What follows belongs to an exercise in optimizing a design on an open flow for a short achievable clock period and few clock cycles; a production flow would make more cautious choices.
At most, simulation tests tie the RTL to the original design; equivalence was not proved.
No activity file was given, so power comes from the tool's default toggle rates.

==> inputs of run G <==
Design sigma_codec, start of the top module:
module sigma_codec (
    input  wire        clk,
    input  wire        rst,
    input  wire        start,
    input  wire [31:0] stream_len,
    output wire        busy,
    output reg         done,
    output reg  [1:0]  stop_reason,
    output reg  [31:0] final_cursor,
    output wire        mem_en,
    output wire [31:0] mem_addr,
    input  wire [7:0]  mem_rdata,
    output reg         log_valid,
    input  wire        log_ready,
    output reg  [1:0]  log_kind,
    output reg  [1:0]  log_err,
    output reg  [7:0]  log_tag,
    output reg  [31:0] log_cursor,
    output reg  [31:0] log_consumed,
    output reg  [7:0]  log_safeload,
    output reg  [7:0]  log_channel,
    output reg  [31:0] log_total_len,
    output reg  [7:0]  log_chip,
    output reg  [31:0] log_data_len,
    output reg  [15:0] log_param,
    output reg         dev_req_valid,
    input  wire        dev_req_ready,
    output reg  [7:0]  dev_req_chip,
    output reg  [15:0] dev_req_param,
    output reg  [31:0] dev_req_len,
    input  wire        dev_rsp_valid,
    input  wire [15:0] dev_rsp_len,
    output reg         dev_rd_en,
    output reg  [15:0] dev_rd_addr,
    input  wire [7:0]  dev_rd_data,
    output reg         out_valid,
    input  wire        out_ready,
    output reg  [7:0]  out_data
);
clock: 8.0 ns
lec_check: 0
abc_clock_period_in_ps: 2500
cap_margin: 20
core_margin: 2
core_utilization: 55
setup_slack_margin: 5
slew_margin: 20
run.sh (not shown) runs the stock make flow with config.mk's settings and CLKGATE_MAP_FILE= SYNTH_SCRIPT=/design/flow/synth_recipe.tcl, a recipe that flattens the netlist after the stock synthesis.
==> run F (differences from run G) <==
--- a/flow/design.v
+++ b/flow/design.v
@@ -55,30 +55,36 @@
     reg [31:0] len_q;
     reg        fin;           
     wire       go = start && !busy_q;
     wire       done_next;
     assign busy = busy_q;
     reg        rd_on;
     reg [31:0] raddr;
     reg        a_v;           
+    reg [31:0] a_addr, a_rem;
     reg        p_v;
     reg [7:0]  p_b;
+    reg [31:0] p_addr, p_rem;           
+    reg        p_lt12, p_lt14, p_one;   
     assign mem_en   = rd_on;
     assign mem_addr = raddr;
     reg        p_hdr;         
     reg        p_wr;          
     reg [3:0]  pidx;          
     reg [31:0] f_cur, f_rem;  
-    reg        t_lt12, t_lt14, t_one;    
     reg [7:0]  f_tag, f_sl, f_ch, f_chip, f_par_hi;
     reg [31:0] f_tot, f_dlen;
-    reg [31:0] jt, nrem;      
-    reg        n_lt12, n_lt14, n_one, n_zero;
+    reg [31:0] s_tot, s_12, d_tot, d_12;
+    wire       k_tot = p_wr || f_ge;    
+    wire [31:0] jt   = k_tot ? s_tot : s_12;    
+    wire [31:0] nrem = k_tot ? d_tot : d_12;    
+    reg        n_zero;
     reg        f_ge, f_noprog, f_q, f_ok2;
+    reg [31:0] r14;
     reg [1:0]  stop_code;
     reg [31:0] fin_cur;
     reg        lk_v;
     reg [1:0]  lk_kind, lk_err;
     reg [7:0]  lk_tag, lk_sl, lk_ch, lk_chip;
     reg [31:0] lk_cur, lk_cons, lk_tot, lk_dlen;
     reg [15:0] lk_par;
     wire       log_room = !lk_v;
@@ -88,143 +94,163 @@
     reg        q_q    [0:3];
     reg [2:0]  wq, dq, oq;
     wire [2:0] wq_dq = wq - dq;
     wire [2:0] wq_oq = wq - oq;
     wire       q_room = !wq_dq[2] && !wq_oq[2];
     reg        push;          
     reg [1:0]  r_kind, r_err;
     reg [7:0]  r_tag;
-    reg [31:0] r_cons;
+    reg [31:0] r_cons, r_cur;
     reg        q_push;
     reg        flush;         
     reg        jump;          
-    reg        junk;
-    reg        next_frame;    
     reg        stop_now;
     reg [1:0]  stop_val;
     reg [31:0] stop_cur;
     reg        start_hdr;
-    wire       t_rd = (p_b == READ_TAG);
-    wire       t_wr = (p_b == WRITE_TAG);
+    reg        t_rd, t_wr;    
     wire [15:0] r_par = {f_par_hi, p_b};
     wire       wr_err = !f_ge || !f_ok2;
+    wire [31:0] f_cons = k_tot ? f_tot : 32'd12;
     always @(*) begin
         push       = 1'b0;
         r_kind     = KIND_UNKNOWN;
         r_err      = ERR_HDR_SHORT;
         r_tag      = f_tag;
-        r_cons     = (p_wr || f_ge) ? f_tot : 32'd12;
+        r_cons     = f_cons;
+        r_cur      = f_cur;
         q_push     = 1'b0;
         flush      = 1'b0;
         jump       = 1'b0;
-        junk       = 1'b0;
-        next_frame = 1'b0;
         stop_now   = 1'b0;
         stop_val   = STOP_END;
         stop_cur   = len_q;
         start_hdr  = 1'b0;
         if (busy_q && !fin && p_v) begin
             if (!p_hdr) begin
                 r_tag  = p_b;
                 r_cons = 32'd1;
+                r_cur  = p_addr;
                 if (t_rd || t_wr) begin
-                    if (t_rd ? t_lt12 : t_lt14) begin
+                    if (t_rd ? p_lt12 : p_lt14) begin
                         if (log_room) begin
                             push     = 1'b1;
                             r_kind   = KIND_ERROR;
                             r_err    = ERR_HDR_SHORT;
                             stop_now = 1'b1;
                             stop_val = STOP_ERROR;
-                            stop_cur = f_cur;
+                            stop_cur = p_addr;
                         end else
                             flush = 1'b1;
                     end else if (log_room && (t_wr || q_room)) begin
                         start_hdr = 1'b1;
                     end else
                         flush = 1'b1;
                 end else begin
                     if (log_room) begin
                         push   = 1'b1;
-                        junk   = 1'b1;
                         r_kind = KIND_UNKNOWN;
-                        if (t_one) stop_now = 1'b1;   
+                        if (p_one) stop_now = 1'b1;   
                     end else
                         flush = 1'b1;
                 end
-            end else begin
+            end
+        end
+        if (busy_q && p_hdr) begin
+            begin
                 if (pidx == (p_wr ? 4'd11 : 4'd9))
                     jump = 1'b1;
                 if (!p_wr && pidx == 4'd11) begin
                     push   = 1'b1;
                     r_kind = KIND_READ;
                     q_push = 1'b1;
                     if (f_noprog) begin
                         stop_now = 1'b1;
                         stop_val = STOP_NOPROG;
                         stop_cur = f_cur;
                     end else if (n_zero)
                         stop_now = 1'b1;
-                    else
-                        next_frame = 1'b1;
                 end
                 if (p_wr && pidx == 4'd13) begin
                     push   = 1'b1;
                     r_kind = wr_err ? KIND_ERROR : KIND_WRITE;
                     r_err  = ERR_PAY_SHORT;
                     if (wr_err) begin
                         stop_now = 1'b1;
                         stop_val = STOP_ERROR;
                         stop_cur = f_cur;
                     end else if (f_noprog) begin
                         stop_now = 1'b1;
                         stop_val = STOP_NOPROG;
                         stop_cur = f_cur;
                     end else if (n_zero)
                         stop_now = 1'b1;
-                    else
-                        next_frame = 1'b1;
                 end
             end
         end
     end
+    always @(posedge clk) begin
+        a_addr   <= raddr;
+        a_rem    <= len_q - raddr;
+        p_addr   <= a_addr;
+        p_rem    <= a_rem;
+        p_lt12   <= (a_rem < 32'd12);
+        p_lt14   <= (a_rem < 32'd14);
+        p_one    <= (a_rem == 32'd1);
+        p_b      <= mem_rdata;
+        t_rd     <= (mem_rdata == READ_TAG);
+        t_wr     <= (mem_rdata == WRITE_TAG);
+        f_ge     <= (f_rem >= f_tot);
+        f_noprog <= (f_tot == 32'd0);
+        s_tot    <= f_cur + f_tot;
+        s_12     <= f_cur + 32'd12;
+        d_tot    <= f_rem - f_tot;
+        d_12     <= f_rem - 32'd12;
+        n_zero   <= (nrem == 32'd0);
+        f_q      <= (f_dlen == 32'd4);
+        r14      <= f_rem - 32'd14;
+        f_ok2    <= (f_dlen <= r14);
+    end
     reg        d_wait;        
     reg [15:0] rd_cnt;        
     reg        rd_v;          
     reg [7:0]  pf_mem [0:PF_N-1];
     reg [2:0]  pf_wp, pf_rp;
     reg [3:0]  pf_cnt;
     reg [15:0] pl_mem [0:1];  
     reg        pl_wp, pl_rp;
     reg [1:0]  pl_cnt;
     reg        o_act;
     reg [3:0]  o_h;           
+    reg        o_in_hdr;      
+    reg        o_at_len;      
+    reg        o_h1;          
     reg [15:0] o_p;           
     reg        o_pz, o_p1;    
     reg        o_q;
     reg [7:0]  sr [0:13];     
     reg        os_v;          
     reg [7:0]  os_d;
-    wire       o_in_hdr = (o_h != 4'd0);
-    wire       o_at_len = (o_h == 4'd12);        
     wire       o_avail  = o_act && (o_in_hdr ? (!o_at_len || pl_cnt != 2'd0) : (pf_cnt != 4'd0));
     wire       o_send   = !os_v && o_avail;
     wire [15:0] pl_head = pl_mem[pl_rp];
     wire [16:0] o_tot   = {1'b0, pl_head} + 17'd13 + {16'd0, o_q};
     wire [7:0] o_byte   = !o_in_hdr ? pf_mem[pf_rp] :
                           o_at_len  ? {7'd0, o_tot[16]} : sr[0];
     wire       o_pop    = o_send && !o_in_hdr;
-    wire       o_last   = o_in_hdr ? (o_h == 4'd1 && o_pz) : o_p1;
+    wire       o_last   = o_in_hdr ? (o_h1 && o_pz) : o_p1;
     wire       o_load   = (wq != oq) && (!o_act || (o_send && o_last));
     wire       o_take   = o_send && o_at_len;    
     wire [1:0] oqi      = oq[1:0];
     wire       d_ans     = d_wait && dev_rsp_valid;
     wire [15:0] rd_cnt_n = d_ans ? dev_rsp_len : (rd_cnt - {15'd0, dev_rd_en});
     wire       pf_fits   = ({1'b0, pf_cnt} + {4'd0, rd_v} + {4'd0, dev_rd_en}) < PF_N;
-    wire       d_idle    = !dev_req_valid && !d_wait && (rd_cnt_n == 16'd0) &&
+    wire       rd_last   = (rd_cnt == 16'd0) || (rd_cnt == 16'd1 && dev_rd_en);
+    wire       d_idle    = !dev_req_valid && !d_wait && rd_last &&
                            (pl_cnt != 2'd2);
     wire       d_byp     = (wq == dq) && q_push;       
     wire       d_req     = d_idle && ((wq != dq) || q_push);
     wire [1:0] dqi       = dq[1:0];
     wire quiet = fin && wq == dq && wq == oq && !dev_req_valid && !d_wait &&
                  rd_cnt == 16'd0 && !dev_rd_en && !rd_v && pf_cnt == 4'd0 &&
                  pl_cnt == 2'd0 && !o_act && !os_v && !lk_v;
     assign done_next = busy_q && quiet && (!out_valid || out_ready) &&
@@ -242,16 +268,31 @@
             rd_on         <= 1'b0;
             raddr         <= 32'd0;
             a_v           <= 1'b0;
             p_v           <= 1'b0;
             p_hdr         <= 1'b0;
             p_wr          <= 1'b0;
             pidx          <= 4'd0;
             log_valid     <= 1'b0;
+            log_kind      <= KIND_READ;
+            log_err       <= 2'd0;
+            log_tag       <= 8'd0;
+            log_cursor    <= 32'd0;
+            log_consumed  <= 32'd0;
+            log_safeload  <= 8'd0;
+            log_channel   <= 8'd0;
+            log_total_len <= 32'd0;
+            log_chip      <= 8'd0;
+            log_data_len  <= 32'd0;
+            log_param     <= 16'd0;
+            dev_req_chip  <= 8'd0;
+            dev_req_param <= 16'd0;
+            dev_req_len   <= 32'd0;
+            out_data      <= 8'd0;
             lk_v          <= 1'b0;
             wq            <= 3'd0;
             dq            <= 3'd0;
             oq            <= 3'd0;
             dev_req_valid <= 1'b0;
             d_wait        <= 1'b0;
             rd_cnt        <= 16'd0;
             dev_rd_en     <= 1'b0;
@@ -260,16 +301,19 @@
             pf_wp         <= 3'd0;
             pf_rp         <= 3'd0;
             pf_cnt        <= 4'd0;
             pl_wp         <= 1'b0;
             pl_rp         <= 1'b0;
             pl_cnt        <= 2'd0;
             o_act         <= 1'b0;
             o_h           <= 4'd0;
+            o_in_hdr      <= 1'b0;
+            o_at_len      <= 1'b0;
+            o_h1          <= 1'b0;
             os_v          <= 1'b0;
             out_valid     <= 1'b0;
         end else begin
             done <= done_next;
             if (done_next) begin
                 busy_q       <= 1'b0;
                 stop_reason  <= stop_code;
                 final_cursor <= fin_cur;
@@ -280,91 +324,55 @@
                 fin       <= (stream_len == 32'd0);
                 stop_code <= STOP_END;
                 fin_cur   <= 32'd0;
                 rd_on     <= (stream_len != 32'd0);
                 raddr     <= 32'd0;
                 a_v       <= 1'b0;
                 p_v       <= 1'b0;
                 p_hdr     <= 1'b0;
-                f_cur     <= 32'd0;
-                f_rem     <= stream_len;
-                t_lt12    <= (stream_len < 32'd12);
-                t_lt14    <= (stream_len < 32'd14);
-                t_one     <= (stream_len == 32'd1);
             end else begin
                 if (flush)
-                    raddr <= f_cur;
+                    raddr <= p_addr;
                 else if (jump)
                     raddr <= jt;
                 else
                     raddr <= raddr + 32'd1;
-                a_v <= rd_on && !flush;
-                p_v <= a_v && !flush;
-                p_b <= mem_rdata;
+                a_v    <= rd_on && !flush;
+                p_v    <= a_v && !flush;
                 if (stop_now) begin
                     fin       <= 1'b1;
                     rd_on     <= 1'b0;
                     stop_code <= stop_val;
                     fin_cur   <= stop_cur;
                 end
-                if (junk) begin
-                    f_cur  <= f_cur + 32'd1;
-                    f_rem  <= f_rem - 32'd1;
-                    t_lt12 <= (f_rem < 32'd13);
-                    t_lt14 <= (f_rem < 32'd15);
-                    t_one  <= (f_rem == 32'd2);
-                end
-                if (next_frame) begin
-                    f_cur  <= jt;
-                    f_rem  <= nrem;
-                    t_lt12 <= n_lt12;
-                    t_lt14 <= n_lt14;
-                    t_one  <= n_one;
-                end
                 if (start_hdr) begin
                     p_hdr  <= 1'b1;
                     p_wr   <= t_wr;
                     pidx   <= 4'd1;
                     f_tag  <= p_b;
-                end else if (p_v && p_hdr) begin
+                    f_cur  <= p_addr;
+                    f_rem  <= p_rem;
+                end else if (p_hdr) begin
                     pidx <= pidx + 4'd1;
                     if (push)
                         p_hdr <= 1'b0;
                     if (p_wr) begin
                         if (pidx == 4'd1) f_sl <= p_b;
                         if (pidx == 4'd2) f_ch <= p_b;
                         if (pidx >= 4'd3 && pidx <= 4'd6) f_tot <= {f_tot[23:0], p_b};
                         if (pidx == 4'd7) f_chip <= p_b;
                         if (pidx >= 4'd8 && pidx <= 4'd11) f_dlen <= {f_dlen[23:0], p_b};
                         if (pidx == 4'd12) f_par_hi <= p_b;
                     end else begin
                         if (pidx >= 4'd1 && pidx <= 4'd4) f_tot <= {f_tot[23:0], p_b};
                         if (pidx == 4'd5) f_chip <= p_b;
                         if (pidx >= 4'd6 && pidx <= 4'd9) f_dlen <= {f_dlen[23:0], p_b};
                         if (pidx == 4'd10) f_par_hi <= p_b;
                     end
-                    if (pidx == (p_wr ? 4'd7 : 4'd5)) begin
-                        f_ge     <= (f_rem >= f_tot);
-                        f_noprog <= (f_tot == 32'd0);
-                    end
-                    if (pidx == (p_wr ? 4'd8 : 4'd6)) begin
-                        jt   <= f_cur + r_cons;
-                        nrem <= f_rem - r_cons;
-                    end
-                    if (pidx == (p_wr ? 4'd9 : 4'd7)) begin
-                        n_zero <= (nrem == 32'd0);
-                        n_one  <= (nrem == 32'd1);
-                        n_lt12 <= (nrem < 32'd12);
-                        n_lt14 <= (nrem < 32'd14);
-                    end
-                    if (pidx == 4'd10)
-                        f_q <= (f_dlen == 32'd4);
-                    if (pidx == 4'd12)
-                        f_ok2 <= ({1'b0, f_dlen} + 33'd14 <= {1'b0, f_rem});
                 end
             end
             if (!log_valid || log_ready) begin
                 if (lk_v) begin
                     log_valid     <= 1'b1;
                     log_kind      <= lk_kind;
                     log_err       <= lk_err;
                     log_tag       <= lk_tag;
@@ -377,32 +385,32 @@
                     log_data_len  <= lk_dlen;
                     log_param     <= lk_par;
                     lk_v          <= 1'b0;
                 end else if (push) begin
                     log_valid     <= 1'b1;
                     log_kind      <= r_kind;
                     log_err       <= r_err;
                     log_tag       <= r_tag;
-                    log_cursor    <= f_cur;
+                    log_cursor    <= r_cur;
                     log_consumed  <= r_cons;
                     log_safeload  <= f_sl;
                     log_channel   <= f_ch;
                     log_total_len <= f_tot;
                     log_chip      <= f_chip;
                     log_data_len  <= f_dlen;
                     log_param     <= r_par;
                 end else
                     log_valid <= 1'b0;
             end else if (push) begin
                 lk_v    <= 1'b1;
                 lk_kind <= r_kind;
                 lk_err  <= r_err;
                 lk_tag  <= r_tag;
-                lk_cur  <= f_cur;
+                lk_cur  <= r_cur;
                 lk_cons <= r_cons;
                 lk_sl   <= f_sl;
                 lk_ch   <= f_ch;
                 lk_tot  <= f_tot;
                 lk_chip <= f_chip;
                 lk_dlen <= f_dlen;
                 lk_par  <= r_par;
             end
@@ -447,17 +455,20 @@
                 pf_wp         <= pf_wp + 3'd1;
             end
             if (o_pop)
                 pf_rp <= pf_rp + 3'd1;
             pf_cnt <= pf_cnt + {3'd0, rd_v} - {3'd0, o_pop};
             if (o_load) begin
                 oq     <= oq + 3'd1;
                 o_act  <= 1'b1;
-                o_h    <= 4'd14;
+                o_h      <= 4'd14;
+                o_in_hdr <= 1'b1;
+                o_at_len <= 1'b0;
+                o_h1     <= 1'b0;
                 o_q    <= q_q[oqi];
                 sr[0]  <= RESP_TAG;
                 sr[1]  <= 8'h00;
                 sr[2]  <= 8'h00;
                 sr[3]  <= 8'h00;
                 sr[4]  <= 8'h00;
                 sr[5]  <= q_chip[oqi];
                 sr[6]  <= q_dlen[oqi][31:24];
@@ -467,17 +478,20 @@
                 sr[10] <= q_par[oqi][15:8];
                 sr[11] <= q_par[oqi][7:0];
                 sr[12] <= 8'h00;
                 sr[13] <= 8'h00;
             end else if (o_send) begin
                 if (o_last)
                     o_act <= 1'b0;
                 if (o_in_hdr) begin
-                    o_h <= o_h - 4'd1;
+                    o_h      <= o_h - 4'd1;
+                    o_in_hdr <= (o_h != 4'd1);
+                    o_at_len <= (o_h == 4'd13);
+                    o_h1     <= (o_h == 4'd2);
                     for (i = 0; i < 13; i = i + 1)
                         sr[i] <= sr[i+1];
                     sr[13] <= 8'h00;
                     if (o_at_len) begin
                         sr[0] <= o_tot[15:8];
                         sr[1] <= o_tot[7:0];
                         o_p   <= pl_head;
                         o_pz  <= (pl_head == 16'd0);
==> results.txt <==
	run G	run F
Endpoint of the most critical register-to-register path	jt[30]$_DFFE_PP_	f_ge$_DFF_P_
Area grow syn2layout	24.4%	19.7%
Run status	no timing/DRC/antenna violations	no timing/DRC/antenna violations
Smallest hold slack	0.448 ns	0.325 ns
Amount of wire on met3 after detailed routing	15500 um	10800 um
Footprint of the flip-flops and latches	38200 um^2	39600 um^2
Top cell type's share of synthesized area	0.560	0.368
Worst path setup slack after routing	4.46 ns	4.83 ns
Synth Area in Adders	0.0364	0.0335
Worst hold start	f_sl[7]$_DFFE_PP_	a_addr[10]$_DFF_P_
Initial Util	0.553	0.556
Multiplexer area fraction after synthesis	0.0927	0.0931
Post-synthesis simple-gate area fraction	0.109	0.114
Clock Power	6690 uW	7820 uW
Worst reg-to-reg setup slack	4.46 ns	4.83 ns
Arrival time of data at the critical path endpoint	4.07 ns	3.81 ns
Sequential cell area share	0.512	0.511
Detailed-placement wirelength estimate	115000 um	123000 um
Reg-to-Reg Start	fin$_SDFFE_PP1P_	f_tot[1]$_DFFE_PP_
Cell Count Post-Placement	6280	7115
Finished layout cell area	74700 um^2	77500 um^2
Insertion delay of the later-clocked pin in the worst-skew pair	0.77 ns	0.78 ns
Final clock period utilization by the worst path	0.443	0.396
Wire length of the first global-routing pass	265000 um	271000 um
Testbench counts of run F, summed over its fixed seeds: cycles 30,175.
Function not checked in run G: the RTL went through the layout flow alone.

what the ideal ports hide:
No port has a modelled driver above. Below, the same layouts with a new extraction and two added sets of constraints. Step 1 sets driving cells, clkbuf_16 on the clock port and buf_2 on the other inputs (assumed; they add their load-dependent delay and slew). Step 2 times the ports against the registers' clock, not the clock port: input delays grow and output delays shrink by t, the midpoint of the rising clock arrivals with the driver on. Three values: no drivers, after step 1, after step 2; two values: the first two.
run | t, ns | setup WS [ns] | hold WS [ns] | cell pins on the clock port's net
run G | 0.834 | 4.457 / 4.457 / 3.795 | 0.448 / 0.448 / 0.448 | 1
run F | 0.837 | 4.830 / 4.830 / 4.031 | 0.325 / 0.325 / 0.325 | 1
After both steps every run listed still meets setup and hold. For run F, which loses most, drivers alone change the setup slack by 0.000 ns; drivers and shift together by -0.799 ns.
